Context: an optimization exercise on an open-source flow, tuned for small area, a short achievable clock period and few clock cycles. The choices shown serve that exercise and are no tape-out recipe.
Where RTL was checked, it was by simulation tests only, not by an equivalence proof against the original.
Function not checked in run 1: the RTL went through the layout flow alone.
Power figures rest on the tool's default switching activity, not on a simulated workload.

==> flow/design.v <==
module wzwave_fbs (
    input  wire        clk,
    input  wire        rst,
    input  wire        in_valid,
    input  wire [7:0]  in_data,
    output wire        in_ready,
    output wire        out_valid,
    input  wire        out_ready,
    output wire        out_hdr,
    output wire        out_last,
    output wire [3:0]  out_type,
    output wire [71:0] out_data
);
    localparam integer KB = 1;                
    localparam [3:0] C_CTL  = 4'd0,  C_MIS  = 4'd1,  C_BAD  = 4'd2,  C_MAL  = 4'd3,
                     C_VER  = 4'd4,  C_MEM  = 4'd5,  C_SUC  = 4'd6,  C_INIT = 4'd7,
                     C_NPI  = 4'd8,  C_SEND = 4'd9,  C_RNI  = 4'd10, C_UPD  = 4'd11,
                     C_ROUT = 4'd12, C_CMD  = 4'd13, C_OPQ  = 4'd14, C_SCB  = 4'd15;
    localparam [3:0] A_NOP = 4'd0, A_LEN = 4'd1, A_SH0 = 4'd2, A_SH  = 4'd3,
                     A_SHP = 4'd4, A_HDR = 4'd6, A_DAT = 4'd7,
                     A_MSK = 4'd8, A_XOR = 4'd9;
    function [1:0] off0(input [3:0] code);
        case (code)
            C_SUC, C_SEND, C_RNI, C_SCB, C_MEM, C_INIT, C_ROUT: off0 = 2'd3;
            default: off0 = 2'd0;
        endcase
    endfunction
    reg  [7:0]    T;
    reg  [2047:0] ring;
    wire          we;
    wire [7:0]    wd;
    reg  [7:0]    sel;
    always @(posedge clk) begin
        if (rst) T <= 8'd0;
        else     T <= T + 8'd1;
        ring <= {ring[2039:0], we ? wd : ring[2047:2040]};
    end
    wire [7:0] amask   = (8'd1 << KB) - 8'd1;
    wire [7:0] rdat    = ring[{sel & ~amask, 3'b000} +: 8];
    wire       aligned = ((sel & amask) == 8'd0);
    reg  [7:0] b, sk;
    reg        bv, skv;
    wire       take;
    reg        irdy;          
    assign in_ready = irdy;
    wire in_fire = in_valid & ~skv;
    always @(posedge clk) begin
        irdy <= rst || !((take || !bv) ? 1'b0 : (skv || in_fire));
        if (rst) begin
            bv  <= 1'b0;
            skv <= 1'b0;
        end else if (take || !bv) begin
            if (skv) begin
                b   <= sk;
                bv  <= 1'b1;
                skv <= 1'b0;
            end else begin
                b   <= in_data;
                bv  <= in_fire;
            end
        end else if (in_fire) begin
            sk  <= in_data;
            skv <= 1'b1;
        end
    end
    reg  [11:0] qm [0:11];
    reg  [3:0]  qwp, qrp, qrp1;
    reg  [4:0]  qn;
    wire        qpush, qpop;
    wire [11:0] qin;
    wire        qfull = (qn == 5'd12);
    wire        qne   = (qn != 5'd0);
    wire [3:0]  qh_code = qm[qrp][11:8];
    wire [7:0]  qh_s    = qm[qrp][7:0];
    reg  [7:0]  hs0, hs3;  
    wire [4:0] qn_p1 = qn + 5'd1;
    wire [4:0] qn_m1 = qn - 5'd1;
    wire [4:0] qn_nx;
    wzwave_fbs_sel3 #(.W(5)) u_qn (.s1(qpush && !qpop), .a(qn_p1), .s2(qpop && !qpush),
                                  .b(qn_m1), .c(qn), .y(qn_nx));
    always @(posedge clk) begin
        if (rst) begin
            qn   <= 5'd0;
            qwp  <= 4'd0;
            qrp  <= 4'd0;
            qrp1 <= 4'd1;
        end else begin
            qn <= qn_nx;
            if (qpush) qwp <= (qwp == 4'd11) ? 4'd0 : qwp + 4'd1;
            if (qpop) begin
                qrp  <= qrp1;
                qrp1 <= (qrp1 == 4'd11) ? 4'd0 : qrp1 + 4'd1;
            end
        end
        if (qpush) qm[qwp] <= qin;
    end
    localparam [1:0] R_HUNT = 2'd0, R_SOF = 2'd1, R_BODY = 2'd2;
    reg  [1:0] rx;
    reg  [7:0] rL, acc, rs, wa;
    reg  [1:0] rph;
    reg        d0, d1;
    reg  [3:0] kcode;
    reg        kmal;
    reg        al;           
    reg        blk;          
    reg        livec;
    reg  [7:0] agec;         
    reg  [7:0] Hr;           
    reg        liver;
    wire is_mark = (b == 8'h06) || (b == 8'h15) || (b == 8'h18);
    wire is_sof  = (b == 8'h01);
    wire lt3     = (b < 8'd3);
    reg  [7:0] rrem;
    wire blast   = (rrem == 8'd0);
    wire room    = !livec || (b <= ~agec);
    reg  t_ok;
    always @(*) begin
        case (rx)
            R_HUNT:  t_ok = is_mark ? (!blk && !qfull) : 1'b1;
            R_SOF:   t_ok = !blk && !qfull && (lt3 || room);
            default: t_ok = al && !blk;
        endcase
    end
    assign take = bv && t_ok;
    assign we   = take && ((rx == R_HUNT && is_mark) || rx == R_SOF || rx == R_BODY);
    assign wd   = b;
    assign qpush = take && ((rx == R_HUNT && is_mark) || (rx == R_SOF && lt3) ||
                            (rx == R_BODY && blast));
    reg  [3:0] k_code;
    reg  [7:0] k_nmin;
    always @(*) begin
        k_code = C_OPQ;
        k_nmin = 8'd0;
        if (d1) begin
            case (b)
                8'h15: begin k_code = C_VER;  k_nmin = 8'd1;  end
                8'h20: begin k_code = C_MEM;  k_nmin = 8'd5;  end
                8'h56: begin k_code = C_SUC;  k_nmin = 8'd1;  end
                8'h02: begin k_code = C_INIT; k_nmin = 8'd32; end
                8'h41: begin k_code = C_NPI;  k_nmin = 8'd5;  end
                8'h13: begin k_code = C_SEND; k_nmin = 8'd1;  end
                8'h60: begin k_code = C_RNI;  k_nmin = 8'd1;  end
                8'h80: begin k_code = C_ROUT; k_nmin = 8'd29; end
                default: ;
            endcase
        end else if (d0) begin
            case (b)
                8'h13: begin k_code = C_SCB;  k_nmin = 8'd2;  end
                8'h49: begin k_code = C_UPD;  k_nmin = 8'd2;  end
                8'h04: begin k_code = C_CMD;  k_nmin = 8'd3;  end
                default: ;
            endcase
        end
    end
    wire       cks_bad = (acc != b);
    wire [3:0] body_code = cks_bad ? C_MIS : kmal ? C_MAL : kcode;
    reg  [3:0] f_code;
    always @(*) begin
        if (rx == R_HUNT)       f_code = C_CTL;
        else if (rx == R_SOF)   f_code = C_BAD;
        else                    f_code = body_code;
    end
    assign qin = {f_code, (rx == R_BODY) ? rs : T};
    always @(posedge clk) begin
        if (rst) begin
            rx <= R_HUNT;
        end else if (take) begin
            case (rx)
                R_HUNT: if (is_sof) rx <= R_SOF;
                R_SOF: begin
                    if (lt3) begin
                        rx <= is_sof ? R_SOF : R_HUNT;
                    end else begin
                        rL   <= b;
                        rph  <= 2'd0;
                        rrem <= b - 8'd1;
                        acc  <= ~b;
                        rs   <= T;
                        rx   <= R_BODY;
                    end
                end
                default: begin
                    if (rph != 2'd2) rph <= rph + 2'd1;
                    rrem <= rrem - 8'd1;
                    acc  <= acc ^ b;
                    if (rph == 2'd0) begin
                        d0 <= (b == 8'h00);
                        d1 <= (b == 8'h01);
                    end
                    if (rph == 2'd1) begin
                        kcode <= k_code;
                        kmal  <= (rL - 8'd3) < k_nmin;
                    end
                    if (blast) rx <= R_HUNT;
                end
            endcase
        end
    end
    reg        i_v;
    reg  [3:0] i_code;
    reg  [7:0] i_s;
    reg        i_ph;          
    reg        i_last;        
    reg        i_rd;          
    reg  [2:0] i_h;
    reg  [7:0] i_k, i_end;
    reg  [7:0] rq;
    reg        tq_v;
    reg  [3:0] tq_act;
    reg        tq_nf;         
    reg        tq_msk;
    reg        tq_len;
    reg  [3:0] tq_code;
    reg        tq_last;
    reg  [4:0] tq_j;
    reg  [7:0] e_L;
    reg  [7:0] cacc;
    reg  [7:0] pd;
    reg  [7:0] cm;
    reg        cmv, cm_le1, pendh, fin;
    reg         o_valid, o_hdr, o_last;
    reg  [3:0]  o_type;
    reg  [65:0] od;
    reg  [31:0] as;           
    wire        ofree = !o_valid || out_ready;
    wire [7:0] L_f = (tq_v && tq_len) ? rq : e_L;
    reg  [3:0] s_act;
    reg  [4:0] s_j;
    always @(*) begin
        s_act  = A_NOP;
        s_j    = i_k[4:0];
        if (!i_ph) begin
            case (i_code)
                C_CTL, C_BAD, C_SUC, C_SEND, C_RNI: s_act = A_HDR;
                C_SCB:  s_act = (i_h == 3'd0) ? A_SH0 : A_HDR;
                C_MEM:  s_act = (i_h == 3'd0) ? A_SH0 : (i_h == 3'd4) ? A_HDR : A_SH;
                C_INIT: s_act = (i_h == 3'd0) ? A_SH0 : (i_h == 3'd2) ? A_SHP : A_SH;
                C_ROUT: begin s_act = A_MSK; s_j = 5'd0; end
                C_UPD:  s_act = (i_h == 3'd0) ? A_LEN : (i_h == 3'd1) ? A_SH0 : A_HDR;
                C_CMD:  s_act = (i_h == 3'd0) ? A_LEN : (i_h == 3'd1) ? A_SH0 :
                                (i_h == 3'd2) ? A_SH : A_HDR;
                C_OPQ:  s_act = (i_h == 3'd0) ? A_LEN : (i_h == 3'd1) ? A_SH0 : A_HDR;
                C_VER:  s_act = (i_h == 3'd0) ? A_LEN : (i_h == 3'd3) ? A_HDR : A_NOP;
                C_NPI:  s_act = (i_h == 3'd0) ? A_LEN : (i_h == 3'd1) ? A_SH0 :
                                (i_h == 3'd5) ? A_HDR : A_SH;
                C_MIS:  s_act = A_LEN;
                C_MAL:  s_act = (i_h == 3'd0) ? A_LEN : (i_h == 3'd1) ? A_SH0 : A_HDR;
                default: s_act = A_NOP;
            endcase
        end else begin
            case (i_code)
                C_INIT, C_ROUT: s_act = A_MSK;
                C_MIS:          s_act = i_last ? A_HDR : A_XOR;
                default:        s_act = A_DAT;
            endcase
        end
    end
    reg        n_ph;
    reg  [2:0] n_h;
    reg  [7:0] n_k, n_end;
    reg        n_last, n_rd;
    reg  [7:0] s_dsel;
    always @(*) begin
        n_ph   = i_ph;
        n_h    = i_h + 3'd1;
        n_k    = i_k + 8'd1;
        n_end  = i_end;
        n_rd   = 1'b1;
        s_dsel = 8'd0;
        n_last = (i_code == C_MIS) ? (i_k + 8'd1 == L_f - 8'd1) : (i_k + 8'd1 == i_end);
        if (!i_ph) begin
            n_k    = 8'd0;
            n_last = 1'b0;
            case (i_code)
                C_SCB: n_last = 1'b1;
                C_MEM: n_last = (i_h == 3'd3);
                C_INIT: if (i_h == 3'd2) begin n_ph = 1'b1; n_end = 8'd28; end
                C_ROUT: begin n_ph = 1'b1; n_k = 8'd1; n_end = 8'd28; end
                C_UPD: begin
                    if (i_h == 3'd0) s_dsel = 8'hFE;                     
                    if (i_h == 3'd1) n_last = (L_f == 8'd5);
                    if (i_h == 3'd2) begin
                        n_ph = 1'b1; n_end = e_L - 8'd6; n_last = (e_L == 8'd6);
                    end
                end
                C_CMD: begin
                    if (i_h == 3'd0) s_dsel = 8'hFE;
                    if (i_h == 3'd2) n_last = (L_f == 8'd6);
                    if (i_h == 3'd3) begin
                        n_ph = 1'b1; n_end = e_L - 8'd7; n_last = (e_L == 8'd7);
                    end
                end
                C_OPQ: begin
                    if (i_h == 3'd1) n_last = (L_f == 8'd3);
                    if (i_h == 3'd2) begin
                        n_ph = 1'b1; n_end = e_L - 8'd4; n_last = (e_L == 8'd4);
                    end
                end
                C_VER: begin
                    if (i_h == 3'd0 || i_h == 3'd1) begin                
                        s_dsel = 8'd1; n_rd = 1'b0;
                    end
                    if (i_h == 3'd2) begin                               
                        s_dsel = 8'd2 - e_L;
                        n_last = (e_L == 8'd4);
                    end
                    if (i_h == 3'd3) begin                               
                        n_ph = 1'b1; n_end = e_L - 8'd5; n_last = (e_L == 8'd5);
                        s_dsel = e_L - 8'd3;
                    end
                end
                C_NPI: begin
                    if (i_h == 3'd0) s_dsel = 8'hFE;                     
                    if (i_h == 3'd2) s_dsel = 8'd8 - e_L;                
                    n_last = (i_h == 3'd4);
                end
                C_MIS: n_ph = 1'b1;
                C_MAL: n_last = (i_h == 3'd1);
                default: ;
            endcase
        end
    end
    wire [7:0] m      = cmv ? cm : rq;
    wire       m_nz   = (m != 8'd0);
    wire       rq_le1 = ((rq & (rq - 8'd1)) == 8'd0);
    wire       m_le1  = cmv ? cm_le1 : rq_le1;
    reg  [2:0] m_i;
    always @(*) begin
        casez (m)
            8'b???????1: m_i = 3'd0;
            8'b??????10: m_i = 3'd1;
            8'b?????100: m_i = 3'd2;
            8'b????1000: m_i = 3'd3;
            8'b???10000: m_i = 3'd4;
            8'b??100000: m_i = 3'd5;
            8'b?1000000: m_i = 3'd6;
            default:     m_i = 3'd7;
        endcase
    end
    wire [7:0] m_rest  = m & (m - 8'd1);
    wire       mr_le1  = ((m_rest & (m_rest - 8'd1)) == 8'd0);
    wire       rfirst  = (tq_code == C_ROUT) && (tq_j == 5'd0) && !cmv;
    wire c_go = fin ? !tq_v : (!tq_v || tq_nf || !tq_msk || m_le1);
    wire c_st = fin ? !tq_v : (!tq_v || tq_nf);
    wire c_done = ofree ? c_go : c_st;
    wire ifire = c_done && i_v && (aligned || !i_rd);
    wire inext = c_done && (!i_v || (ifire && i_last));    
    assign qpop = inext && qne;
    function first_last(input [3:0] code);
        case (code)
            C_CTL, C_BAD, C_SUC, C_SEND, C_RNI: first_last = 1'b1;
            default: first_last = 1'b0;
        endcase
    endfunction
    wire [7:0] sel_f = sel + s_dsel;
    wire [7:0] sel_h = sel + 8'd1;
    wire [7:0] sel_n = (off0(qh_code) == 2'd3) ? hs3 : hs0;
    wire [7:0] sel_nx;
    wzwave_fbs_sel3 #(.W(8)) u_sel (.s1(inext), .a(sel_n), .s2(ifire), .b(sel_f),
                                   .c(sel_h), .y(sel_nx));
    always @(posedge clk) begin
        sel <= sel_nx;
        if (rst) begin
            i_v  <= 1'b0;
            tq_v <= 1'b0;
        end else if (c_done) begin
            rq      <= rdat;
            tq_v    <= ifire;
            tq_act  <= s_act;
            tq_nf   <= (s_act == A_NOP) || (s_act == A_LEN) || (s_act == A_XOR) ||
                       (s_act == A_SH0) || (s_act == A_SH);
            tq_len  <= (s_act == A_LEN);
            tq_msk  <= (s_act == A_MSK);
            tq_code <= i_code;
            tq_last <= i_last;
            tq_j    <= s_j;
            if (inext) begin
                i_v    <= qne;
                i_code <= qh_code;
                i_s    <= qh_s;
                i_ph   <= 1'b0;
                i_h    <= 3'd0;
                i_k    <= 8'd0;
                i_last <= first_last(qh_code);
                i_rd   <= 1'b1;
            end else if (ifire) begin
                i_ph   <= n_ph;
                i_h    <= n_h;
                i_k    <= n_k;
                i_end  <= n_end;
                i_last <= n_last;
                i_rd   <= n_rd;
            end
        end
    end
    wire [7:0] qin_s   = (rx == R_BODY) ? rs : T;
    wire [7:0] qn1_s   = qm[qrp1][7:0];
    wire       hs_a = qpop && (qn >= 5'd2);
    wire       hs_b = (qpop && (qn == 5'd1)) || !qne;
    wire [7:0] hs0_nx, hs3_nx;
    wzwave_fbs_sel3 #(.W(8)) u_hs0 (.s1(hs_a), .a(T + 8'd1 - qn1_s), .s2(hs_b),
                                   .b(T + 8'd1 - qin_s), .c(hs0 + 8'd1), .y(hs0_nx));
    wzwave_fbs_sel3 #(.W(8)) u_hs3 (.s1(hs_a), .a(T - 8'd2 - qn1_s), .s2(hs_b),
                                   .b(T - 8'd2 - qin_s), .c(hs3 + 8'd1), .y(hs3_nx));
    always @(posedge clk) begin
        hs0 <= hs0_nx;
        hs3 <= hs3_nx;
    end
    function [7:0] nmin_of(input [7:0] dir, input [7:0] fc);
        begin
            nmin_of = 8'd0;
            if (dir == 8'h01) begin
                case (fc)
                    8'h15, 8'h56, 8'h13, 8'h60: nmin_of = 8'd1;
                    8'h20, 8'h41: nmin_of = 8'd5;
                    8'h02: nmin_of = 8'd32;
                    8'h80: nmin_of = 8'd29;
                    default: ;
                endcase
            end else if (dir == 8'h00) begin
                case (fc)
                    8'h13, 8'h49: nmin_of = 8'd2;
                    8'h04: nmin_of = 8'd3;
                    default: ;
                endcase
            end
        end
    endfunction
    wire [7:0] b0 = as[31:24];
    wire [7:0] b1 = as[23:16];
    wire [1:0] tier = b0[5:4];
    reg  [65:0] hfmt;
    always @(*) begin
        hfmt = 66'd0;
        case (tq_code)
            C_MIS:  hfmt[23:0] = {cacc, rq, e_L};
            C_MAL:  hfmt[31:0] = {nmin_of(as[7:0], rq), e_L - 8'd3, rq, as[7:0]};
            C_MEM:  hfmt[39:0] = {rq, as[31:0]};
            C_SUC:  hfmt[8:0]  = {(rq != 8'd0), rq};
            C_NPI: begin
                hfmt[65:42] = {rq, as[7:0], as[15:8]};
                hfmt[7:0]   = b0;
                hfmt[15:8]  = b1;
                hfmt[16]    = b0[7];
                hfmt[18:17] = tier;
                hfmt[21:19] = b0[2:0];
                hfmt[22]    = b1[3];
                hfmt[23]    = b1[4];
                hfmt[24]    = b1[0];
                hfmt[25]    = !tier[1];
                hfmt[41:26] = (tier == 2'd0) ? 16'd9600 : (tier == 2'd1) ? 16'd40000 : 16'd0;
            end
            C_SEND: begin hfmt[7:0] = rq; hfmt[24] = 1'b1; end
            C_SCB:  begin hfmt[23:8] = {rq, as[7:0]}; hfmt[25] = 1'b1; end
            C_RNI:  hfmt[8:0] = {(rq == 8'h01), rq};
            C_UPD, C_OPQ: hfmt[15:0] = {rq, as[7:0]};
            C_CMD:  hfmt[23:0] = {rq, as[7:0], as[15:8]};
            default: hfmt[7:0] = rq;
        endcase
    end
    wire [3:0] tq_type = (tq_code == C_SCB) ? C_SEND : tq_code;
    always @(posedge clk) begin
        if (rst) begin
            fin     <= 1'b0;
            cmv     <= 1'b0;
            pendh   <= 1'b0;
        end else begin
            if (fin) begin
                if (ofree) begin
                    o_last  <= 1'b1;
                    o_hdr   <= pendh;
                    if (!pendh) od <= {58'd0, pd + 8'd1};
                    pendh   <= 1'b0;
                    fin     <= 1'b0;
                end
            end else if (tq_v) begin
                case (tq_act)
                    A_LEN: begin e_L <= rq; cacc <= ~rq; end
                    A_XOR: cacc <= cacc ^ rq;
                    A_SH0: as <= {24'd0, rq};
                    A_SH:  as <= {as[23:0], rq};
                    A_SHP: if (ofree) begin
                        od     <= {42'd0, rq, as[7:0], as[15:8]};
                        pendh  <= 1'b1;
                        o_type <= tq_type;
                    end
                    A_HDR: if (ofree) begin
                            o_hdr   <= 1'b1;
                        o_last  <= tq_last;
                        o_type  <= tq_type;
                        od      <= hfmt;
                    end
                    A_DAT: if (ofree) begin
                            o_hdr   <= 1'b0;
                        o_last  <= tq_last;
                        o_type  <= tq_type;
                        od      <= {58'd0, rq};
                    end
                    A_MSK: if (ofree) begin
                        o_type <= tq_type;
                        if (rfirst) begin
                            od    <= 66'd0;
                            pendh <= 1'b1;
                        end
                        if (m_nz) begin
                                    o_last  <= 1'b0;
                            o_hdr   <= pendh || rfirst;
                            if (!(pendh || rfirst)) od <= {58'd0, pd + 8'd1};
                            pendh   <= 1'b0;
                            pd      <= {tq_j, m_i};
                            if (m_le1) begin
                                cmv <= 1'b0;
                                fin <= tq_last;
                            end else begin
                                cm     <= m_rest;
                                cm_le1 <= mr_le1;
                                cmv    <= 1'b1;
                            end
                        end else begin
                            fin <= tq_last;
                        end
                    end
                    default: ;
                endcase
            end
        end
    end
    wire emit = ofree && (fin || (tq_v && ((tq_act == A_HDR) || (tq_act == A_DAT) ||
                                           ((tq_act == A_MSK) && m_nz))));
    wire ov_n = emit || (o_valid && !out_ready);
    reg  onv;                 
    always @(posedge clk) begin
        o_valid <= !rst && ov_n;
        onv     <= rst || !ov_n;
    end
    assign out_valid = ~onv;
    assign out_hdr   = o_hdr;
    assign out_last  = o_last;
    assign out_type  = o_type;
    assign out_data  = {6'd0, od};
    wire       live = i_v || qne || (rx == R_BODY);
    wire [7:0] H    = i_v ? i_s : qne ? qh_s : rs;
    wire [7:0] T1   = T + 8'd1;
    wire       livep = liver || we;
    always @(posedge clk) begin
        if (rst) begin
            blk   <= 1'b0;
            livec <= 1'b0;
            liver <= 1'b0;
            al    <= 1'b0;
        end else begin
            liver <= live;
            Hr    <= live ? H : T;
            if (we) begin
                wa    <= T1;
                al    <= 1'b1;
                blk   <= liver && (T1 == Hr);
                agec  <= liver ? (T1 - Hr) : 8'd1;
                livec <= 1'b1;
            end else begin
                al    <= (T1 == wa);
                blk   <= liver && (((T1 - Hr) < (wa - Hr)) || (wa == Hr));
                agec  <= T1 - Hr;
                livec <= liver;
            end
        end
    end
endmodule
module wzwave_fbs_sel3 #(parameter integer W = 8) (
    input  wire         s1,
    input  wire [W-1:0] a,
    input  wire         s2,
    input  wire [W-1:0] b,
    input  wire [W-1:0] c,
    output wire [W-1:0] y
);
    assign y = s1 ? a : s2 ? b : c;
endmodule
==> flow/flow/run.sh <==
#!/bin/bash
# The standard layout (the standard.sh: ORFS synthesis through finish) with a
# tighter timing-repair target: repair_timing aims at a setup slack of
# SETUP_SLACK_MARGIN ns at the design's clock period, may resize cells across
# footprints, and the port buffers start out as buf_4 cells.
set -euo pipefail
bash standard.sh SETUP_SLACK_MARGIN=6.6 MATCH_CELL_FOOTPRINT=0 \
    "BUFFER_PORTS_ARGS=-buffer_cell sky130_fd_sc_hd__buf_4" finish > standard.log 2>&1
==> flow/standard.sh <==
#!/bin/bash
# synth_recipe.tcl (not shown) runs the flow's synth.tcl, then flattens the netlist and writes it again
# the make line also repeats each setting of config.mk as NAME=value (left out here)
make -C /OpenROAD-flow-scripts/flow DESIGN_CONFIG=/design/flow/config.mk WORK_HOME=/design/flow/orfs CLKGATE_MAP_FILE= SYNTH_SCRIPT=/design/flow/synth_recipe.tcl "${@:-finish}"
==> flow/config.mk <==
export PLATFORM = sky130hd
export DESIGN_NAME = wzwave_fbs
export DESIGN_NICKNAME = wzwave_fbs
export VERILOG_FILES = /design/flow/design.v
export SDC_FILE = /design/flow/constraint.sdc
export NUM_CORES = 4
export LEC_CHECK = 0
export CAP_MARGIN = 20
export CORE_MARGIN = 2
export CORE_UTILIZATION = 40
export SLEW_MARGIN = 20
export SYNTH_HIERARCHICAL = 1
==> flow/constraint.sdc <==
create_clock -name core_clock -period 10.0 [get_ports {clk}]
set_input_delay 2.0000 -clock core_clock [delete_from_list [all_inputs] [get_ports {clk}]]
set_output_delay 2.0000 -clock core_clock [all_outputs]
set_load 0.01 [all_outputs]
==> flow_summary.ini, run 1 <==
[logic_synthesis]
ys_ff_latch = 2541
synth_ff_type = dfxtp_1
synthCells = 5082
syn_avg_cell_area_um2 = 15.2
synth_edf_count = 420
syn_area_mm2 = 0.0774
ys_types = 85
async_flop_share = 0
seq_area_frac_synth = 0.711
yosysWarnings = 7

[floorplanning]
dieWidth_um = 444
rows = 161
die_height_um = 444
start_util = 0.402
die_area_mm2 = 0.197
ioPinCount = 92
core_area_mm2 = 0.192

[critical_path]
critical_path_arrival_ns = 1.50
slowest_stage = edfxtp_1
startpoint = od[48]
timing.rr.end = Hr[3]
r2r_slack_ns = 6.60
crit_buf_inv = 1
cp_num_cells = 1
cp.required_ns = 8.00
crit_chain = buf_6
cpPeakStageDelay_ns = 0.49
path_delay_family = flip-flops
crit_type = flop to output pin
worstReg2RegStart = qn[2]
reg2reg_depth = 6
worstSetupEndpointType = output pin
crit_path_start_kind = flop
worstPathMaxFanout = 2

[routing]
drcViolationCount = 0
antenna_left = 0
wl_per_cell_um = 19.2
first_pass_iters = 8
drt_iter0_drc = 2998
drt-total-wl_um = 156000
via_per_inst = 5.00
vias = 40493

[power_and_ir_drop]
total_power_mw = 23.6
leakagePower_nw = 34.1
peakVddDrop_v = 0.000165
p_per_area_mw_per_mm2 = 259

[worst_hold_path]
hp-start = ring[1197]
hp-class = flop to flop
hold_depth = 0
holdPathEnd = ring[1205]

[sta]
fin_tns_setup_ns = 0
final-setup-viol-count = 0
clock.fmax_mhz = 285
hold_viol = 0
whs_ns = 0.310
maxSlewHeadroom = 0.145
final_max_slew_viol_count = 0
finalClockSkew_ns = 0.0349
worst_pin_slew_ns = 1.27
rsz0062_at_grt = true
fin_crit_ns = 3.50
fin_crit_sh = 0.350

[grt]
grt_pass1_vias = 41192
grt_max_degree = 73
grt_overflow = 0
grt_antenna_before_repair = 1
grt_pass1_wl_um = 242000
grt_usage = 0.156

[clocking]
cts_num_sinks = 2541
cts_buffers = 228
cts-root-buf = clkbuf_16
clock_path_buffers = 3
cts_tree = yes
cts.htree.levels = 4
clk_pin_slew_ns = 0.07
worstSkewPairLatency_ns = 0.84
holdBufCountCts = 0

[finish]
final_nets = 5522
final_layout_size_suffix_gt1_frac = 0.225
synthToLayoutAreaGrowth_pct = 17.7
final_util = 0.474
fin_area_mm2 = 0.0911
fillers = 16456

[place]
place_area_mm2 = 0.0809
dp_hpwl_um = 92600
globalplace.congestion = 0.872
port_buffers = 85

[flow_run]
drv_cap = 0

[status]
status = no timing/DRC/antenna violations
[cell type report]
cell class                 instances  area, um^2  area share
timing repair buffer             300        2900      0.0318
clock inverter                   104        1170      0.0129
inverter                         115         445     0.00489
antenna                            1        2.50   0.0000275
clock buffer                     321        6670      0.0732
sequential                      2541       55100       0.605
multi-input combinational       2198       21600       0.238
tap                             2526        3160      0.0347
[Yosys cell counts, types with 13 or more instances]
cell type	number	area, um^2
a21o_1	23	173
a21oi_1	143	716
a221oi_1	27	236
a222oi_1	20	200
a22oi_1	52	390
a31oi_1	27	169
and2_1	40	250
and3_1	25	156
buf_1	30	113
buf_2	35	175
clkbuf_1	154	578
dfxtp_1	2121	42500
edfxtp_1	420	12600
ha_1	119	1490
inv_1	113	424
mux2_2	33	372
mux2i_1	73	731
mux4_2	396	8920
nand2_1	206	773
nand2b_1	36	225
nand3_1	49	245
nand4_1	17	106
nor2_1	232	871
nor2b_1	52	325
nor3_1	51	255
nor3b_1	15	113
nor4_1	20	125
o21ai_0	121	606
o21ai_1	32	160
o21bai_1	13	97.6
xnor2_1	99	867
xor2_1	73	639
[cell usage in the layout (no fill, tap or decap), types with 14 or more instances in the layout]
master     instances
nor4_1            14
buf_6             80
a222oi_1          20
nor2b_1           44
a22oi_1           52
nor2_1           220
clkbuf_1          39
a221oi_1          26
mux2_2            33
dfxtp_1         2105
buf_4            196
and3_1            25
mux2i_1           73
nand3_1           48
nand4_1           17
ha_1             109
a31oi_1           27
bufinv_16         19
mux4_2           396
o21ai_1           43
a21o_1            23
and2_1            34
clkbuf_16        241
inv_1            107
o21ai_0          104
xor2_1            70
xnor2_1           97
nand2b_1          34
nor3_1            43
edfxtp_1         420
clkbuf_8          47
nand2_1          198
a21oi_1          128
clkinv_2          52
[stage by stage]
step / worst slack, ns / std cells
finish: 6.50 / 8106
global route: 6.44 / 8106
CTS: 6.41 / 8054
detailed placement: 4.91 / 7518
global placement: 5.03 / 7518
floorplan: 5.77 / 5087
[worst max path at each step]
stage	to
2_1_floorplan	od[0]
6_report	out_data[48]
4_1_cts	out_data[53]
5_1_grt	out_data[53]
3_3_place_gp	hs0[5]
3_5_place_dp	hs0[7]
[cell families after synthesis]
| logic type | share of synthesized area |
|---|---|
| flops | 0.711 |
| simple gates | 0.0503 |
| compound gates | 0.0488 |
| mux | 0.129 |
| buf+inv | 0.0192 |
| xor+xnor | 0.0195 |
| fa+ha+maj | 0.0214 |
| other cells | 0.0000484 |
[where the power goes]
part | switching [mW] | internal (mW) | total (mW)
clock network | 3.72 | 5.15 | 8.87
logic | 2.11 | 1.63 | 3.74
registers | 0.327 | 10.6 | 10.9
total | 6.16 | 17.4 | 23.6
[per-layer routing]
layer	wire length (um)	track usage	up-vias
met5	0	0	-
met4	3690	0.0509	0
met3	8190	0.0267	291
met2	70400	0.242	1168
met1	73400	0.223	20137
li1	-	-	18897
[flip-flops by register name, indices dropped and copies added, names as in the netlist, 32 cells and up, named ones only]
| name | flops |
|---|---|
| ring | 2048 |
| qm | 144 |
| od | 66 |
| as | 32 |
[repair_timing]
item,in CTS,in global routing
gates cloned,7,5
setup buffers,104,46
gates resized for setup,178,80
pin swaps,12,25
setup endpoints to repair,358,402
==> inputs of run 2 (changes only) <==
--- a/flow/design.v
+++ b/flow/design.v
@@ -211,3 +211,2 @@
     reg        tq_msk;
-    reg        tq_len;
     reg  [3:0] tq_code;
@@ -225,3 +224,3 @@
     wire        ofree = !o_valid || out_ready;
-    wire [7:0] L_f = (tq_v && tq_len) ? rq : e_L;
+    reg  [7:0] i_L;           
     reg  [3:0] s_act;
@@ -242,3 +241,3 @@
                 C_OPQ:  s_act = (i_h == 3'd0) ? A_LEN : (i_h == 3'd1) ? A_SH0 : A_HDR;
-                C_VER:  s_act = (i_h == 3'd0) ? A_LEN : (i_h == 3'd3) ? A_HDR : A_NOP;
+                C_VER:  s_act = (i_h == 3'd0) ? A_LEN : (i_h == 3'd1) ? A_NOP : A_HDR;
                 C_NPI:  s_act = (i_h == 3'd0) ? A_LEN : (i_h == 3'd1) ? A_SH0 :
@@ -269,3 +268,3 @@
         s_dsel = 8'd0;
-        n_last = (i_code == C_MIS) ? (i_k + 8'd1 == L_f - 8'd1) : (i_k + 8'd1 == i_end);
+        n_last = (i_code == C_MIS) ? (i_k + 8'd1 == i_L - 8'd1) : (i_k + 8'd1 == i_end);
         if (!i_ph) begin
@@ -280,5 +279,5 @@
                     if (i_h == 3'd0) s_dsel = 8'hFE;                     
-                    if (i_h == 3'd1) n_last = (L_f == 8'd5);
+                    if (i_h == 3'd1) n_last = (i_L == 8'd5);
                     if (i_h == 3'd2) begin
-                        n_ph = 1'b1; n_end = e_L - 8'd6; n_last = (e_L == 8'd6);
+                        n_ph = 1'b1; n_end = i_L - 8'd6; n_last = (i_L == 8'd6);
                     end
@@ -287,5 +286,5 @@
                     if (i_h == 3'd0) s_dsel = 8'hFE;
-                    if (i_h == 3'd2) n_last = (L_f == 8'd6);
+                    if (i_h == 3'd2) n_last = (i_L == 8'd6);
                     if (i_h == 3'd3) begin
-                        n_ph = 1'b1; n_end = e_L - 8'd7; n_last = (e_L == 8'd7);
+                        n_ph = 1'b1; n_end = i_L - 8'd7; n_last = (i_L == 8'd7);
                     end
@@ -293,5 +292,5 @@
                 C_OPQ: begin
-                    if (i_h == 3'd1) n_last = (L_f == 8'd3);
+                    if (i_h == 3'd1) n_last = (i_L == 8'd3);
                     if (i_h == 3'd2) begin
-                        n_ph = 1'b1; n_end = e_L - 8'd4; n_last = (e_L == 8'd4);
+                        n_ph = 1'b1; n_end = i_L - 8'd4; n_last = (i_L == 8'd4);
                     end
@@ -299,12 +298,10 @@
                 C_VER: begin
-                    if (i_h == 3'd0 || i_h == 3'd1) begin                
-                        s_dsel = 8'd1; n_rd = 1'b0;
+                    if (i_h == 3'd0) begin s_dsel = 8'd1; n_rd = 1'b0; end  
+                    if (i_h == 3'd1) begin                               
+                        s_dsel = 8'd2 - i_L;
+                        n_last = (i_L == 8'd4);
                     end
                     if (i_h == 3'd2) begin                               
-                        s_dsel = 8'd2 - e_L;
-                        n_last = (e_L == 8'd4);
-                    end
-                    if (i_h == 3'd3) begin                               
-                        n_ph = 1'b1; n_end = e_L - 8'd5; n_last = (e_L == 8'd5);
-                        s_dsel = e_L - 8'd3;
+                        n_ph = 1'b1; n_end = i_L - 8'd5; n_last = (i_L == 8'd5);
+                        s_dsel = i_L - 8'd3;
                     end
@@ -313,3 +310,3 @@
                     if (i_h == 3'd0) s_dsel = 8'hFE;                     
-                    if (i_h == 3'd2) s_dsel = 8'd8 - e_L;                
+                    if (i_h == 3'd2) s_dsel = 8'd8 - i_L;                
                     n_last = (i_h == 3'd4);
@@ -345,5 +342,15 @@
     wire c_done = ofree ? c_go : c_st;
-    wire ifire = c_done && i_v && (aligned || !i_rd);
-    wire inext = c_done && (!i_v || (ifire && i_last));    
+    reg        t2_v;
+    reg  [7:0] rq2;
+    reg  [3:0] t2_act, t2_code;
+    reg        t2_nf, t2_msk, t2_last;
+    reg  [4:0] t2_j;
+    wire froom = !(tq_v && t2_v);
+    wire ifire = i_v && (i_rd ? (froom && aligned) : 1'b1);
+    wire push  = ifire && i_rd;
+    wire inext = !i_v || (ifire && i_last);                
     assign qpop = inext && qne;
+    wire hmove = !tq_v || c_done;                           
+    wire [3:0] s_nfx = {(s_act == A_NOP) || (s_act == A_LEN) || (s_act == A_XOR) ||
+                        (s_act == A_SH0) || (s_act == A_SH), (s_act == A_MSK), 2'b00};
     function first_last(input [3:0] code);
@@ -362,16 +369,42 @@
         sel <= sel_nx;
+        if (ifire && s_act == A_LEN) i_L <= rdat;
         if (rst) begin
-            i_v  <= 1'b0;
             tq_v <= 1'b0;
-        end else if (c_done) begin
-            rq      <= rdat;
-            tq_v    <= ifire;
-            tq_act  <= s_act;
-            tq_nf   <= (s_act == A_NOP) || (s_act == A_LEN) || (s_act == A_XOR) ||
-                       (s_act == A_SH0) || (s_act == A_SH);
-            tq_len  <= (s_act == A_LEN);
-            tq_msk  <= (s_act == A_MSK);
-            tq_code <= i_code;
-            tq_last <= i_last;
-            tq_j    <= s_j;
+            t2_v <= 1'b0;
+        end else if (hmove) begin
+            if (t2_v) begin
+                rq      <= rq2;
+                tq_v    <= 1'b1;
+                tq_act  <= t2_act;
+                tq_nf   <= t2_nf;
+                tq_msk  <= t2_msk;
+                tq_code <= t2_code;
+                tq_last <= t2_last;
+                tq_j    <= t2_j;
+            end else begin
+                rq      <= rdat;
+                tq_v    <= push;
+                tq_act  <= s_act;
+                tq_nf   <= s_nfx[3];
+                tq_msk  <= s_nfx[2];
+                tq_code <= i_code;
+                tq_last <= i_last;
+                tq_j    <= s_j;
+            end
+            t2_v <= t2_v && push;
+        end else if (push) begin
+            t2_v <= 1'b1;
+        end
+        if ((hmove && t2_v) || (!hmove && push)) begin
+            rq2     <= rdat;
+            t2_act  <= s_act;
+            t2_nf   <= s_nfx[3];
+            t2_msk  <= s_nfx[2];
+            t2_code <= i_code;
+            t2_last <= i_last;
+            t2_j    <= s_j;
+        end
+        if (rst) begin
+            i_v  <= 1'b0;
+        end else begin
             if (inext) begin
--- a/flow/config.mk
+++ b/flow/config.mk
@@ -10,2 +10,4 @@
 export CORE_UTILIZATION = 40
+export CTS_CLUSTER_DIAMETER = 80
+export CTS_CLUSTER_SIZE = 32
 export SLEW_MARGIN = 20
==> run 2 against run 1 <==
  * Sequential share of layout area up 3.0 points
  * Power is 10% lower
  * Clock skew up 0.0079 ns
  * Sequential cell count increased by 32
  * Die area grew 1.8%
  * Cell count up 1.7%
  * Highest routed layer is now met5
  * Largest power group unchanged
  * Still clean
==> flow_summary.ini, run 2 <==
[status]
status = no timing/DRC/antenna violations

[place]
place_area_mm2 = 0.0823
port_buffers = 85
pre_cts_ws_ns = 5.33
dp_hpwl_um = 103000
globalplace.congestion = 0.859
dp.cells = 7898

[finish]
final_common_cell = dfxtp_1
largest_register_ffs = 2048
final_util = 0.452
fin_area_mm2 = 0.0883
final_nets = 5694
layout_common_cells = dfxtp_1 (2106), edfxtp_1 (451), mux4_2 (290)
synthToLayoutAreaGrowth_pct = 12.1
reg.largest.list = ring (2048), qm (144), od (66)
final_layout_size_suffix_gt1_frac = 0.172
regMostFlops = ring
final_cell_count_no_fill = 8240

[critical_path]
slowest_stage = edfxtp_1
startpoint = od[15]
crit_buf_inv = 1
cp.required_ns = 8.00
worstPathMaxFanout = 2
cpPeakStageDelay_ns = 0.47
critical_path_arrival_ns = 1.43
crit_chain = buf_6
worstReg2RegStart = T[1]
worstSetupEndpointType = output pin
crit_path_start_kind = flop
crit_type = flop to output pin
path_delay_family = flip-flops

[floorplanning]
die_area_mm2 = 0.201
die_height_um = 448
rows = 162
dieWidth_um = 448
start_util = 0.403
core_area_mm2 = 0.195
ioPinCount = 92

[routing]
antenna_left = 0
via_per_inst = 5.04
wl_per_cell_um = 20.2
drcViolationCount = 0
drt_iter0_drc = 3504
vias = 41528
drt-total-wl_um = 166000
first_pass_iters = 8

[logic_synthesis]
synth_area_leader_cell = dfxtp_1
ys_ff_latch = 2573
synth_top_area_frac = 0.539
syn_avg_cell_area_um2 = 14.7
yosysWarnings = 7
syn_area_mm2 = 0.0788
synth_ff_type = dfxtp_1
synthCells = 5371
synth_edf_count = 451
synth_common_cells = dfxtp_1 (2122), edfxtp_1 (451), mux4_2 (290)
ys_types = 93
synth_area_leaders = dfxtp_1 (54%), edfxtp_1 (17%), mux4_2 (8.3%), ha_1 (1.8%), mux2i_1 (1.8%)
yosysMostFrequentCell = dfxtp_1
async_flop_share = 0
seq_area_frac_synth = 0.711

[grt]
grt_max_degree = 102
grt_pass1_vias = 41349
grt_usage = 0.162
grt_antenna_before_repair = 7
grt_pass1_wl_um = 253000
grt_overflow = 0

[power_and_ir_drop]
leakagePower_nw = 32.2
power.share.clock = 0.262
swShare = 0.299
internal_power_mw = 14.8
p_switching_mw = 6.33
peakVddDrop_v = 0.000201
comb_power_share = 0.213
p_seq_frac = 0.525
p_per_area_mw_per_mm2 = 239

[clocking]
cts_buffers = 106
clock_path_buffers = 3
cts_num_sinks = 2573
cts-root-buf = clkbuf_16
cts.htree.levels = 3
clk_pin_slew_ns = 0.12
worstSkewPairLatency_ns = 0.79
cts_tree = yes

[sta]
clock.fmax_mhz = 292
worst_pin_slew_ns = 0.972
fin_tns_setup_ns = 0
final_max_slew_viol_count = 0
setup_slack_ns = 6.57
fin_crit_sh = 0.343
finalClockSkew_ns = 0.0429
maxSlewHeadroom = 0.351
final-setup-viol-count = 0
rsz0062_at_grt = true
fin_crit_ns = 3.43
hold_viol = 0

[worst_hold_path]
hp-start = ring[383]
hp-class = flop to flop

[flow_run]
drv_cap = 0
run 2: final cells by class:
cell class	count	area, um^2
fillers	17189	107000
flip-flops and latches	2573	56100
multi-input cells	2436	21800
well taps	2624	3280
repair buffers	335	3160
clock buffers	118	2790
clock inverters	43	800
inverters	107	413
diodes	4	10.0
run 2: worst paths after layout:
path	cells past startpoint	slack, ns	endpoint
setup / recovery	1	6.57	out_data[15]
hold / removal	0	0.30	ring[391]
setup reg to reg	15	6.64	blk
hold reg to reg	0	0.30	ring[391]
run 2: cells by family (layout without fill, tap and decap cells):
| family | Yosys count | in the layout | share of synthesized area |
|---|---|---|---|
| XOR/XNOR | 172 | 172 | 0.0191 |
| multiplexers | 482 | 482 | 0.109 |
| AND/OR/NAND/NOR | 862 | 863 | 0.0537 |
| other | 1 | 10 | 0.0000476 |
| buffers and inverters | 369 | 603 | 0.0211 |
| adder cells (fa/ha/maj) | 128 | 128 | 0.0208 |
| flip-flops | 2573 | 2573 | 0.711 |
| AO/OA/AOI/OAI | 784 | 785 | 0.0655 |
run 2: timing repair:
action,in CTS,in global routing
endpoints found under the hold margin,0,0
pin swaps,5,12
gates cloned,4,3
endpoints found under the setup margin,430,430
buffers inserted,89,81
resized for setup,145,63
hold buffers,0,0
run 2: power by group through the flow:
| stage | Combinational [mW] | Clock (mW) | Sequential (mW) |
|---|---|---|---|
| finish | 4.51 | 5.53 | 11.1 |
| global route | 4.87 | 6.03 | 11.1 |
| detailed placement | 4.06 | 0 | 11.4 |
| global placement | 4.02 | 0 | 11.4 |
| floorplan | 3.00 | 0 | 11.2 |
| CTS | 4.43 | 5.67 | 11.1 |
run 2: layer usage:
| metal | wire, um | global-route usage | share of wire | up-vias |
|---|---|---|---|---|
| met5 | 14 | 0 | 0.000084 | - |
| met4 | 3260 | 0.0372 | 0.020 | 2 |
| met3 | 6800 | 0.0210 | 0.041 | 206 |
| met2 | 75200 | 0.257 | 0.45 | 873 |
| met1 | 80800 | 0.237 | 0.49 | 20821 |
| li1 | - | - | - | 19626 |
run 2: per-stage QoR:
| step | total power [mW] | hold slack [ns] |
|---|---|---|
| after CTS | 21.2 | 0.295 |
| after global placement | 15.5 | 0.310 |
| after detailed placement | 15.5 | 0.312 |
| final | 21.1 | 0.296 |
| after floorplan | 14.2 | 0.310 |
| after global routing | 22.0 | 0.297 |
Testbench counts of run 2, summed over its fixed seeds: cycles 31,867.
==> inputs of run 3 (changes only) <==
--- a/flow/config.mk
+++ b/flow/config.mk
@@ -10,4 +10,2 @@
 export CORE_UTILIZATION = 40
-export CTS_CLUSTER_DIAMETER = 80
-export CTS_CLUSTER_SIZE = 32
 export SLEW_MARGIN = 20
==> run 3 against run 2 <==
  * Die area unchanged
  * Non-clock buffer count down 1
  * Sequential cell count unchanged
  * Clock skew up 0.032 ns
  * Global-route usage up 0.43 points
  * Critical path type unchanged
  * Critical endpoint unchanged
  * Largest cell class unchanged
  * Highest routed layer is now met4
==> flow_summary.ini, run 3 <==
[critical_path]
crit_path_start_kind = flop
worstPathMaxFanout = 2
worstSetupEndpointType = output pin
cpPeakStageDelay_ns = 0.45
crit_type = flop to output pin
slowest_stage = edfxtp_1
crit_chain = buf_6
crit_buf_inv = 1
path_delay_family = flip-flops
cp.required_ns = 8.00
critical_path_arrival_ns = 1.43

[power_and_ir_drop]
p_switching_mw = 6.88
p_per_area_mw_per_mm2 = 266
p_seq_frac = 0.448
swShare = 0.278
internal_power_mw = 17.9
comb_power_share = 0.184
leakagePower_nw = 34.5
peakVddDrop_v = 0.000193
power.share.clock = 0.368

[logic_synthesis]
synth_area_leader_cell = dfxtp_1
synth_edf_count = 451
syn_area_mm2 = 0.0788
synth_common_cells = dfxtp_1 (2122), edfxtp_1 (451), mux4_2 (290)
yosysMostFrequentCell = dfxtp_1
synth_area_leaders = dfxtp_1 (54%), edfxtp_1 (17%), mux4_2 (8.3%), ha_1 (1.8%), mux2i_1 (1.8%)
synth_ff_type = dfxtp_1
async_flop_share = 0
ys_ff_latch = 2573
ys_types = 93
yosysWarnings = 7
synth_top_area_frac = 0.539
syn_avg_cell_area_um2 = 14.7
synthCells = 5371
seq_area_frac_synth = 0.711

[finish]
final_layout_size_suffix_gt1_frac = 0.204
reg.largest.list = ring (2048), qm (144), od (66)
synthToLayoutAreaGrowth_pct = 17.9
layout_common_cells = dfxtp_1 (2105), edfxtp_1 (451), mux4_2 (290)
fin_area_mm2 = 0.0929
multiInputGateArea_mm2 = 0.0218
fillers = 16762
final_nets = 5822
regMostFlops = ring
regArea_mm2 = 0.0561
final_common_cell = dfxtp_1
largest_register_ffs = 2048

[clocking]
cts_buffers = 235
cts.htree.levels = 4
worstSkewPairLatency_ns = 0.86
clock_path_buffers = 3
clk_pin_slew_ns = 0.06
cts_tree = yes
cts-root-buf = clkbuf_16
cts_num_sinks = 2573

[grt]
grt_antenna_before_repair = 5
grt_pass1_vias = 43195
grt_usage = 0.167
grt_pass1_wl_um = 260000
grt_overflow = 0
grt_max_degree = 102

[floorplanning]
dieWidth_um = 448
die_area_mm2 = 0.201
ioPinCount = 92
start_util = 0.403
core_area_mm2 = 0.195
rows = 162
die_height_um = 448

[sta]
hold_viol = 0
finalClockSkew_ns = 0.0749
clock.fmax_mhz = 292
final-setup-viol-count = 0
fin_crit_sh = 0.343
fin_tns_setup_ns = 0
maxSlewHeadroom = 0.297
rsz0062_at_grt = true
final_max_slew_viol_count = 0
fin_crit_ns = 3.43
worst_pin_slew_ns = 1.05

[flow_run]
drv_cap = 0

[routing]
antenna_left = 0
via_per_inst = 5.01
drt-total-wl_um = 170000
first_pass_iters = 14
drcViolationCount = 0
vias = 42682
drt_iter0_drc = 3522
wl_per_cell_um = 19.9

[place]
port_buffers = 85
place_area_mm2 = 0.0823
globalplace.congestion = 0.859
dp_hpwl_um = 103000

[worst_hold_path]
hp-class = flop to flop

[status]
status = no timing/DRC/antenna violations
## run 3: cell counts after synthesis
No cell type changed its count.
## run 3: timing repair
action                                 CTS  global route
hold buffers                             0             0
setup endpoints to repair              425           423
endpoints found under the hold margin    0             0
buffers inserted                        93            75
cloned                                   4             4
gates resized for setup                150            76
pin swaps                                5            13
## run 3: metrics by stage
step / utilization / hold WS (ns) / setup WS, ns / std cells / power [mW]
5_1_grt: 0.475 / 0.277 / 6.50 / 8515 / 25.7
3_3_place_gp: 0.421 / 0.310 / 5.40 / 7897 / 15.5
6_report: 0.475 / 0.277 / 6.57 / 8516 / 24.7
3_5_place_dp: 0.421 / 0.312 / 5.33 / 7898 / 15.5
2_1_floorplan: - / 0.310 / 5.76 / 5376 / 14.2
4_1_cts: 0.470 / 0.270 / 6.49 / 8434 / 24.8
## run 3: metal layers
| layer | GRT usage | share of wire | wire length, um |
|---|---|---|---|
| met4 | 0.0470 | 0.020 | 3360 |
| met2 | 0.261 | 0.45 | 76900 |
| met3 | 0.0280 | 0.046 | 7830 |
| met5 | 0 | 0 | 0 |
| met1 | 0.238 | 0.48 | 81400 |
## run 3: final timing paths
path,start,end,slack (ns),cells after the start
max,od[15],out_data[15],6.57,1
min,ring[1758],ring[1766],0.28,0
max reg2reg,sel[4],rq[3],6.70,7
min reg2reg,ring[1758],ring[1766],0.28,0
## run 3: area by class of cell
type / instances / share of cell area
Timing Repair Buffer: 334 / 0.0346
Clock inverter: 99 / 0.0127
Sequential cell: 2573 / 0.603
Antenna cell: 3 / 0.0000808
Multi-Input combinational cell: 2436 / 0.235
Inverter: 107 / 0.00442
Clock buffer: 340 / 0.0745
Tap cell: 2624 / 0.0353
## run 3: logic make-up after synthesis
group	count (synthesis)	share of synthesized area
DFF	2573	0.711
and+or+nand+nor	862	0.0537
AOI/OAI and AO/OA	784	0.0655
muxes	482	0.109
buffers and inverters	369	0.0211
xor gates and xnor gates	172	0.0191
adders and majority gates	128	0.0208
other	1	0.0000476
## run 3: power by group through the flow
stage | clock network, mW | registers [mW] | logic (mW)
after floorplan | 0 | 11.2 | 3.00
after global placement | 0 | 11.4 | 4.02
after detailed placement | 0 | 11.4 | 4.06
after CTS | 9.29 | 11.1 | 4.45
after global routing | 9.71 | 11.1 | 4.91
final | 9.10 | 11.1 | 4.56
==> inputs of run 4 (changes only) <==
--- a/flow/config.mk
+++ b/flow/config.mk
@@ -10,2 +10,4 @@
 export CORE_UTILIZATION = 40
+export CTS_CLUSTER_DIAMETER = 60
+export CTS_CLUSTER_SIZE = 24
 export SLEW_MARGIN = 20
==> run 4 against run 3 <==
  * Largest cell class unchanged
  * Critical path type unchanged
  * Critical path depth stayed put
  * Sequential power about the same
  * Largest power group unchanged
  * Die area unchanged
  * Core utilization down 1.6 points
  * Design area decreased by 3.4%
  * Synthesized cell count is the same
==> flow_summary.ini, run 4 <==
[clocking]
cts-root-buf = clkbuf_16
holdBufCountCts = 0
worstSkewPairLatency_ns = 0.83
cts_buffers = 151
clk_pin_slew_ns = 0.09
cts_tree = yes
cts_num_sinks = 2573
cts.htree.levels = 4
clock_path_buffers = 3

[critical_path]
crit_chain = buf_6
cpPeakStageDelay_ns = 0.44
crit_buf_inv = 1
slowest_stage = edfxtp_1
crit_type = flop to output pin
worstReg2RegStart = sel[3]
worstSetupEndpointType = output pin
crit_path_start_kind = flop
path_delay_family = flip-flops
startpoint = od[10]
worstPathMaxFanout = 2
critical_path_arrival_ns = 1.39
cp.required_ns = 8.00

[sta]
worst_pin_slew_ns = 1.05
fin_crit_ns = 3.39
fin_tns_setup_ns = 0
hold_viol = 0
finalClockSkew_ns = 0.0415
fin_crit_sh = 0.339
clock.fmax_mhz = 295
final_max_slew_viol_count = 0
maxSlewHeadroom = 0.295
rsz0062_at_grt = true
final-setup-viol-count = 0

[logic_synthesis]
syn_area_mm2 = 0.0788
synth_edf_count = 451
synth_top_area_frac = 0.539
seq_area_frac_synth = 0.711
synthCells = 5371
async_flop_share = 0
synth_area_leader_cell = dfxtp_1
synth_ff_type = dfxtp_1
ys_types = 93
synth_common_cells = dfxtp_1 (2122), edfxtp_1 (451), mux4_2 (290)
synth_area_leaders = dfxtp_1 (54%), edfxtp_1 (17%), mux4_2 (8.3%), ha_1 (1.8%), mux2i_1 (1.8%)
yosysMostFrequentCell = dfxtp_1
syn_avg_cell_area_um2 = 14.7
ys_ff_latch = 2573
yosysWarnings = 7

[floorplanning]
die_height_um = 448
core_area_mm2 = 0.195
dieWidth_um = 448
start_util = 0.403
die_area_mm2 = 0.201
rows = 162
ioPinCount = 92

[routing]
drt_iter0_drc = 3327
antenna_left = 0
wl_per_cell_um = 20.1
via_per_inst = 5.03
vias = 41900
drcViolationCount = 0
drt-total-wl_um = 168000
first_pass_iters = 8

[grt]
grt_antenna_before_repair = 7
grt_pass1_vias = 42004
grt_usage = 0.165
grt_pass1_wl_um = 256000
grt_overflow = 0
grt_max_degree = 67

[power_and_ir_drop]
total_power_mw = 22.3
peakVddDrop_v = 0.000221
p_per_area_mw_per_mm2 = 248
leakagePower_nw = 33.0

[finish]
regMostFlops = ring
final_common_cell = dfxtp_1
final_layout_size_suffix_gt1_frac = 0.184
synthToLayoutAreaGrowth_pct = 13.9
reg.largest.list = ring (2048), qm (144), od (66)
layout_common_cells = dfxtp_1 (2105), edfxtp_1 (451), mux4_2 (290)
fin_area_mm2 = 0.0897
largest_register_ffs = 2048
final_nets = 5744

[place]
dp_hpwl_um = 103000
port_buffers = 85
place_area_mm2 = 0.0823
globalplace.congestion = 0.859

[flow_run]
drv_cap = 0

[worst_hold_path]
hp-class = flop to flop
hp-start = ring[1758]

[status]
status = no timing/DRC/antenna violations
==> run 4: repair_timing <==
item,CTS,global route
gates cloned,5,4
setup endpoints to repair,432,398
gates resized for setup,152,70
buffers inserted,93,80
hold endpoints to repair,0,0
pin swaps,6,15
==> run 4: path summary, 6_finish.rpt <==
path                                      to  slack (ns)  depth (start not counted)
worst max-delay path            out_data[10]        6.61                          1
worst min-delay path              ring[1766]        0.31                          0
worst max register to register         rq[6]        6.69                          7
worst min register to register    ring[1766]        0.31                          0
==> run 4: cells by family (layout without fill, tap and decap cells) <==
kind of cell             Yosys count  after routing  share of synthesized area
adder cells (fa/ha/maj)          128            128                     0.0208
buffers and inverters            369            688                     0.0211
AND/OR/NAND/NOR                  862            863                     0.0537
AO/OA/AOI/OAI                    784            786                     0.0655
flip-flops                      2573           2573                      0.711
XOR/XNOR                         172            172                     0.0191
multiplexers                     482            482                      0.109
other                              1              8                  0.0000476
==> run 4: layer usage <==
| metal | global-route usage | part of all wire | vias to the layer above | routed length, um |
|---|---|---|---|---|
| li1 | - | - | 19777 | - |
| met1 | 0.240 | 0.48 | 20888 | 80800 |
| met2 | 0.257 | 0.45 | 999 | 75400 |
| met3 | 0.0261 | 0.048 | 234 | 8030 |
| met4 | 0.0415 | 0.020 | 2 | 3320 |
| met5 | 0 | 0.000090 | - | 15 |
==> run 4: report_power, final <==
group	total, mW	internal (mW)	leakage, nW	switching (mW)
Sequential	11.1	10.8	21.2	0.261
Clock	6.62	3.14	2.40	3.49
Combinational	4.56	1.80	9.40	2.76
==> run 4: cell type report <==
cell class / count / area, um^2
diodes: 2 / 5.00
flip-flops and latches: 2573 / 56100
well taps: 2624 / 3280
clock inverters: 66 / 915
multi-input cells: 2437 / 21800
clock buffers: 176 / 4000
repair buffers: 339 / 3230
inverters: 107 / 413
fillers: 17082 / 106000
==> run 4: worst reg2reg max path: stages, from the launching register on <==
cell and delay (ns):
dfxtp_2 0.32, buf_4 0.43, nor2b_4 0.49, buf_4 0.61, a221oi_1 0.27, o22ai_1 0.49, o32a_1 0.38, mux2_2 0.20
==> run 4: stage by stage <==
stage	instances	util	worst slack [ns]	hold slack, ns
2_1_floorplan	5376	-	5.76	0.310
3_3_place_gp	7897	0.421	5.40	0.310
3_5_place_dp	7898	0.421	5.33	0.312
4_1_cts	8238	0.454	6.51	0.312
5_1_grt	8323	0.459	6.53	0.320
6_report	8324	0.459	6.61	0.313
==> inputs of run 5 (changes only) <==
--- a/flow/design.v
+++ b/flow/design.v
@@ -98,3 +98,3 @@
     reg  [1:0] rx;
-    reg  [7:0] rL, acc, rs, wa;
+    reg  [7:0] acc, rs, wa;
     reg  [1:0] rph;
@@ -169,28 +169,4 @@
                 R_HUNT: if (is_sof) rx <= R_SOF;
-                R_SOF: begin
-                    if (lt3) begin
-                        rx <= is_sof ? R_SOF : R_HUNT;
-                    end else begin
-                        rL   <= b;
-                        rph  <= 2'd0;
-                        rrem <= b - 8'd1;
-                        acc  <= ~b;
-                        rs   <= T;
-                        rx   <= R_BODY;
-                    end
-                end
-                default: begin
-                    if (rph != 2'd2) rph <= rph + 2'd1;
-                    rrem <= rrem - 8'd1;
-                    acc  <= acc ^ b;
-                    if (rph == 2'd0) begin
-                        d0 <= (b == 8'h00);
-                        d1 <= (b == 8'h01);
-                    end
-                    if (rph == 2'd1) begin
-                        kcode <= k_code;
-                        kmal  <= (rL - 8'd3) < k_nmin;
-                    end
-                    if (blast) rx <= R_HUNT;
-                end
+                R_SOF:  rx <= lt3 ? (is_sof ? R_SOF : R_HUNT) : R_BODY;
+                default: if (blast) rx <= R_HUNT;
             endcase
@@ -198,2 +174,23 @@
     end
+    always @(posedge clk) begin
+        if (take && rx == R_SOF) begin
+            rph  <= 2'd0;
+            rrem <= b - 8'd1;
+            acc  <= ~b;
+            rs   <= T;
+        end
+        if (take && rx == R_BODY) begin
+            if (rph != 2'd2) rph <= rph + 2'd1;
+            rrem <= rrem - 8'd1;
+            acc  <= acc ^ b;
+            if (rph == 2'd0) begin
+                d0 <= (b == 8'h00);
+                d1 <= (b == 8'h01);
+            end
+            if (rph == 2'd1) begin
+                kcode <= k_code;
+                kmal  <= rrem <= k_nmin;
+            end
+        end
+    end
     reg        i_v;
@@ -406,7 +403,8 @@
         end
-        if (rst) begin
-            i_v  <= 1'b0;
-        end else begin
+        if (rst)
+            i_v <= 1'b0;
+        else if (inext)
+            i_v <= qne;
+        begin
             if (inext) begin
-                i_v    <= qne;
                 i_code <= qh_code;
--- a/flow/config.mk
+++ b/flow/config.mk
@@ -9,3 +9,3 @@
 export CORE_MARGIN = 2
-export CORE_UTILIZATION = 40
+export CORE_UTILIZATION = 60
 export CTS_CLUSTER_DIAMETER = 60
==> run 5 against run 4 <==
  * Critical path depth rose by 15
  * Worst hold slack got worse by 0.0037 ns
  * Sequential share of layout area rose by 1.3 points
  * Clock skew rose by 0.0082 ns
  * Critical path type is now flop to flop
  * Highest routed layer is now met4
==> flow_summary.ini, run 5 <==
[routing]
drcViolationCount = 0
topRoutingLayerUsed = met4
drt_iter0_drc = 3483
route.met3.wl_um = 7280
via_per_inst = 5.63
wl_per_cell_um = 22.0
vias = 41487
first_pass_iters = 8
dr_wl_met2_um = 75300
drt-total-wl_um = 162000
wl_met1_um = 75400
antenna_left = 0

[power_and_ir_drop]
swShare = 0.302
p_per_area_mw_per_mm2 = 264
comb_power_share = 0.241
total_power_mw = 23.0
peakVddDrop_v = 0.000204
internal_power_mw = 16.1
p_seq_frac = 0.483
p_switching_mw = 6.96
power.share.clock = 0.276
leakagePower_nw = 32.6

[floorplanning]
ioPinCount = 92
dieWidth_um = 366
die_height_um = 366
rows = 132
start_util = 0.606
core_area_mm2 = 0.130
die_area_mm2 = 0.134

[finish]
layout_common_cells = dfxtp_1 (2121), edfxtp_1 (428), mux4_2 (321)
synthToLayoutAreaGrowth_pct = 11.0
regMostFlops = ring
final_layout_size_suffix_gt1_frac = 0.168
final_common_cell = dfxtp_1
reg.largest.list = ring (2048), qm (144), od (66)
final_util = 0.673
largest_register_ffs = 2048
final_nets = 5671

[logic_synthesis]
synth_top_family_by_area = multiplexers
syn_area_mm2 = 0.0787
ys_types = 95
yosys.area_share.simple = 0.0545
synthAdderAreaFrac = 0.0211
syn_avg_cell_area_um2 = 14.6
synth_ff_type = dfxtp_1
synthCells = 5384
synthMuxAreaShare = 0.115
seq_area_frac_synth = 0.707
synth_area_leaders = dfxtp_1 (54%), edfxtp_1 (16%), mux4_2 (9.2%), ha_1 (1.8%), mux2i_1 (1.6%)
synth_common_cells = dfxtp_1 (2137), edfxtp_1 (428), mux4_2 (321)
synth-xor-area-share = 0.0187
synth_top_area_frac = 0.544
synth_area_leader_cell = dfxtp_1
yosysMostFrequentCell = dfxtp_1
synth_compound_area_frac = 0.0627
ys_ff_latch = 2565
async_flop_share = 0
synth_edf_count = 428
yosysWarnings = 7

[critical_path]
worstPathMaxFanout = 5
worstReg2RegStart = i_code[1]
cp.required_ns = 10.72
reg2reg_depth = 16
startpoint = i_code[1]
r2r_slack_ns = 6.52
timing.rr.end = sel[6]
critPathCapture = sel[6]
crit_path_start_kind = flop
critical_path_arrival_ns = 4.20
crit_type = flop to flop
worstSetupEndpointType = flop

[clocking]
clk_pin_slew_ns = 0.09
cts_buffers = 148
holdBufCountCts = 0
worstSkewPairLatency_ns = 0.80
cts_tree = yes
cts-root-buf = clkbuf_16
cts.htree.levels = 4
cts_num_sinks = 2565
clock_path_buffers = 3

[flow_run]
drv_cap = 0

[worst_hold_path]
hp-class = flop to flop

[sta]
fin_crit_sh = 0.348
hold_viol = 0
worst_pin_slew_ns = 0.985
fin_crit_ns = 3.48
maxSlewHeadroom = 0.340
final-setup-viol-count = 0
rsz0062_at_grt = true
clock.fmax_mhz = 287
finalClockSkew_ns = 0.0496
fin_tns_setup_ns = 0
final_max_slew_viol_count = 0

[grt]
grt_pass1_vias = 40994
grt_overflow = 0
grt_pass1_wl_um = 247000
grt_antenna_before_repair = 6
grt_usage = 0.238
grt_max_degree = 67

[place]
globalplace.congestion = 0.893
dp_hpwl_um = 100000
port_buffers = 85

[status]
status = no timing/DRC/antenna violations
## run 5: changes by cell type after synthesis, moves of 13 or more
cell      before   now
a21oi_1      170   192
a221oi_1      38    23
a22oi_1       90    63
buf_4         18    31
dfxtp_1     2122  2137
edfxtp_1     451   428
mux2_1         0    18
mux2_2        46    30
mux2i_1      141   128
mux4_2       290   321
nand2_1      239   256
o21ai_0      145   124
o21ai_1       35    61
## run 5: layout make-up
class | count | area [um^2]
multi-input combinational | 2454 | 21900
clock inverter | 52 | 637
clock buffer | 178 | 3980
tap | 1742 | 2180
inverter | 114 | 438
sequential | 2565 | 55700
antenna | 5 | 12.5
timing repair buffer | 253 | 2450
fill | 9291 | 42500
## run 5: worst max-delay path: stages, from the launching register on
cell	delay, ns
edfxtp_1	0.45
buf_12	0.17
or4b_4	0.59
o21ai_2	0.18
o311ai_2	0.16
a311oi_4	0.30
ha_2	0.29
inv_2	0.05
fa_2	0.35
inv_2	0.05
a21o_1	0.12
a21oi_2	0.06
o21bai_1	0.13
a21oi_1	0.09
xnor2_1	0.17
mux2i_1	0.09
o21ai_1	0.13
## run 5: how the worst min path moves through the flow
stage	slack, ns	to	startpoint	depth (start not counted)
after floorplan	0.31	ring[1008]	ring[1000]	0
after global placement	0.31	ring[966]	ring[958]	0
after detailed placement	0.31	ring[1491]	ring[1483]	0
after CTS	0.31	ring[50]	ring[42]	0
after global routing	0.32	ring[50]	ring[42]	0
final	0.31	ring[50]	ring[42]	0
## run 5: logic make-up after synthesis
kind of cell | count (synthesis)
DFF | 2565
and+or+nand+nor | 888
AOI/OAI and AO/OA | 765
muxes | 497
buffers and inverters | 370
xor gates and xnor gates | 168
adders and majority gates | 130
other | 1
## run 5: stage by stage
step,setup WS [ns],hold slack (ns),instances,instance area (um^2)
final,6.52,0.310,7363,87300
after global routing,6.38,0.321,7361,87300
after CTS,6.51,0.314,7302,86500
after detailed placement,5.32,0.312,7027,81000
after global placement,5.40,0.310,7027,81000
after floorplan,5.77,0.310,5389,78800
## run 5: power groups by stage
stage / Sequential [mW] / Clock, mW / Combinational [mW]
global placement: 11.4 / 0 / 5.00
detailed placement: 11.4 / 0 / 5.04
global route: 11.1 / 6.87 / 5.97
floorplan: 11.2 / 0 / 3.75
CTS: 11.1 / 6.50 / 5.36
finish: 11.1 / 6.36 / 5.54
## run 5: layer usage
layer  vias to the layer above  global-route usage
met4                         0              0.0687
li1                      19592                   -
met3                       268              0.0304
met1                     20600               0.346
met5                         -                   0
met2                      1027               0.378
## run 5: repair_timing
| action | in CTS | in global routing |
|---|---|---|
| setup endpoints to repair | 278 | 281 |
| gates resized for setup | 133 | 86 |
| gates cloned | 4 | 5 |
| pin swaps | 10 | 24 |
| buffers inserted | 41 | 51 |
Testbench counts of run 5, summed over its fixed seeds: cycles 31,867.

-- what the ideal ports hide --
In the flow no input, the clock included, has a driving cell. The finished layouts below were timed again as built, in two steps. Step 1 sets driving cells, clkbuf_16 on the clock port and buf_2 on the other inputs (assumed; they add their load-dependent delay and slew). Step 2 adds t to the input delays and takes it off the output delays; t is the mean of the earliest and latest rising clock arrival at the registers after step 1. Input paths then give back, and output paths get back, about the clock's delay inside the block. a / b / c = ideal / step 1 / step 2; a / b = the first two.
run | t (ns) | setup WS [ns] | worst setup path after step 2 | worst slew at a driven data input, ns | pins driven straight from the clock port
run 1 | 0.898 | 6.495 / 6.415 / 5.820 | input to register | 0.06 | 1
run 2 | 0.855 | 6.571 / 6.489 / 5.939 | input to register | 0.05 | 1
run 3 | 0.912 | 6.573 / 6.489 / 5.867 | input to register | 0.05 | 1
run 4 | 0.893 | 6.605 / 6.519 / 5.807 | input to register | 0.05 | 1
run 5 | 0.860 | 6.520 / 6.520 / 6.044 | input to register | 0.12 | 1
After both steps setup and hold are still met in every run listed. For run 4, which loses most, drivers alone change the setup slack by -0.086 ns; drivers and shift together by -0.798 ns.
